Background: an optimization exercise with open tools, aiming at small area. Do not read the settings as production practice.
In this exercise RTL edits were held to simulation tests only and were not proved equivalent to the original.
Power and IR drop assume default switching activity.

## romprog_core
module romprog_core (
    input  wire        clk,
    input  wire        rst,
    input  wire        rx_valid,
    input  wire [7:0]  rx_data,
    output wire        rx_ready,
    output wire        tx_valid,
    output wire [7:0]  tx_data,
    input  wire        tx_ready,
    output wire        flash_req_valid,
    output reg  [2:0]  flash_op,
    output wire [31:0] flash_addr,
    output wire [7:0]  flash_wdata,
    input  wire        flash_resp_valid,
    input  wire [7:0]  flash_rdata
);
clock: 10.0 ns
lec_check: 0
cap_margin: 20
core_margin: 2
core_utilization: 60
place_density: 0.75
slew_margin: 20
standard.sh (not shown) runs the stock make flow with config.mk's settings and CLKGATE_MAP_FILE= SYNTH_SCRIPT=/design/flow/synth_recipe.tcl, a recipe that flattens the netlist after the stock synthesis.
==> flow/flow/run.sh <==
#!/bin/bash
# Layout flow: the standard ORFS layout (standard.sh), with two changes:
#  - the port buffers are the smallest buffer cell, buf_1, instead of the one
#    buffer_ports picks by default (clkdlybuf4s50_1);
#  - clock tree synthesis clusters more sinks per buffer and inserts no dummy
#    loads.
# Each tool's full output stays in orfs/logs/ (ORFS writes one log per step);
# the make output is kept in flow_make.log.
set -euo pipefail
export BUFFER_PORTS_ARGS="-buffer_cell sky130_fd_sc_hd__buf_1"
export CTS_ARGS="-sink_clustering_enable -repair_clock_nets -dont_use_dummy_load -sink_clustering_size 30 -sink_clustering_max_diameter 80"
bash standard.sh > flow_make.log 2>&1
The baseline went through all stages and came out clean.
Edit:
--- a/flow/design.v
+++ b/flow/design.v
@@ -17,25 +17,24 @@
     localparam [2:0] M_RX = 3'd0, M_CHK = 3'd1, M_XPREP = 3'd2, M_XREQ = 3'd3,
                      M_XPOST = 3'd4, M_XCRC = 3'd5, M_TOPEN = 3'd6, M_TBODY = 3'd7;
     localparam [1:0] D_IDLE = 2'd0, D_IN = 2'd1, D_ESC = 2'd2;
     reg  [2:0]   main;
     reg  [1:0]   dec;
     reg          tv;         
     reg  [5:0]   cnt;        
     reg  [6:0]   idx;        
     reg  [511:0] ring;
     reg  [7:0]   opc;
     reg  [7:0]   tl;         
     reg  [15:0]  A;          
-    reg          hiA;        
     reg          L, Z;       
     reg  [1:0]   st;
     reg  [15:0]  C;          
     reg  [7:0]   R;          
     wire [7:0] ro = ring[511:504];         
     wire       slot_ok = (cnt == idx[5:0]);
     assign rx_ready = (main == M_RX) && ((dec == D_IDLE) || slot_ok);
     wire take  = rx_valid && rx_ready;
     wire is7E  = (rx_data == 8'h7E);
     wire is7D  = (rx_data == 8'h7D);
     wire full  = (idx == 7'd71);
     wire app   = take && !is7E && !full &&
@@ -52,25 +51,25 @@
     wire [7:0] ab   = cnt[0] ? A[7:0] : A[15:8];
     wire       b_lt = (ab < ro);
     wire       b_eq = (ab == ro);
     wire       ro_z = (ro == 8'd0);
     wire       c7   = (cnt == 6'd7), c8 = (cnt == 6'd8), c10 = (cnt == 6'd10);
     wire       cr   = op_crc || op_er;
     wire [7:0] sm  = {2'b00, A[5:0]} + {1'b0, op_rd ? ro[6:0] : n};
     wire       rw_ok  = (A[14:6] != 9'h1FF) || (sm[7:6] == 2'b00) ||
                         (op_rd ? (sm == 8'd64) : (sm[7:3] == 5'b01000));
     wire       rd_ok  = rw_ok && !ro_z;
     wire       b_ok   = L && Z && ro_z;
     wire       badlen = op_rd && (ro[7] || (ro[6] && ro[5:0] != 6'd0));
-    wire       rng_ok = !hiA && (op_rd ? rd_ok : op_wr ? rw_ok : b_ok);
+    wire       rng_ok = !A[15] && (op_rd ? rd_ok : op_wr ? rw_ok : b_ok);
     wire [1:0] status = (!hdr_ok || !len_ok) ? 2'd1 :
                         badlen ? 2'd3 :
                         ((op_rd || op_wr || cr) && !rng_ok) ? 2'd2 : 2'd0;
     wire       chk_fin = (cr && hdr_ok && len_ok) ? c10 : c7;
     wire ringw  = op_rd || op_id;
     wire step_a = op_rd || op_wr || op_crc || op_er;
     wire idx_tl = (idx == tl[6:0]);
     wire done   = (op_rd || op_wr) ? idx_tl :
                   cr ? (c8 && Z && L && b_eq) :
                   op_id ? (idx == 7'd7) : (idx == 7'd4);
     assign flash_req_valid = (main == M_XREQ);
     assign flash_addr      = {16'd0, A};
@@ -161,26 +160,26 @@
                             if (is7E) begin idx <= 7'd0; dec <= D_IN; end
                             else if (full) begin idx <= 7'd0; dec <= D_IDLE; end
                             else dec <= D_IN;
                         end
                     endcase
                     if (app) begin
                         idx <= idx + 7'd1;
                         case (idx)
                             7'd0: begin opc <= v; A <= 16'd0; end
                             7'd1: tl <= v;
                             7'd2: tl[7] <= tl[7] | (v != 8'd0);
                             7'd3: A[7:0] <= v;
-                            7'd4: begin A[14:8] <= v[6:0]; hiA <= v[7]; end
-                            7'd5, 7'd6: hiA <= hiA | (v != 8'd0);
+                            7'd4: A[15:8] <= v;
+                            7'd5, 7'd6: A[15] <= A[15] | (v != 8'd0);
                             default: ;
                         endcase
                     end
                 end
                 M_CHK: begin
                     if (c7) begin
                         L <= b_lt;
                         Z <= ro_z;
                     end
                     if (c8) begin
                         L <= b_lt || (b_eq && L);
                         Z <= (!ro[7] || (ro == 8'h80 && Z)) &&
=> Final cell count is higher by 2.4%. Clock power went up by about 5%. Worst hold slack gets worse by 0.0090 ns. Register-to-register slack is worse by 0.45 ns. Sequential power is higher by about 2%. Count of clock-buffer cells in the layout went up by 2. Total power increases by 9.7%. Critical path depth came out lower by 1.

## what the ideal ports hide
Ports are ideal in the flow. The routed layouts listed here were re-timed in OpenROAD. Step 1: set_driving_cell puts a clkbuf_16 on clk and a buf_2 on each other input, an assumption about the parent block. Step 2 adds t to the input delays and takes it off the output delays; t is the mean of the earliest and latest rising clock arrival at the registers after step 1. Input paths then give back, and output paths get back, about the clock's delay inside the block. Three values: no drivers, after step 1, after step 2; two values: the first two.
run | t (ns) | setup slack, ns | slew at the worst register clock pin (ns)
the first run | 0.603 | 4.883 / 4.831 / 4.828 | 0.11 / 0.11
the second run | 0.588 | 4.622 / 4.573 / 4.949 | 0.11 / 0.11
After both steps setup and hold are still met in every run listed. The setup slack of the first run, which loses most, moves by -0.052 ns with the drivers and by -0.055 ns with both steps.
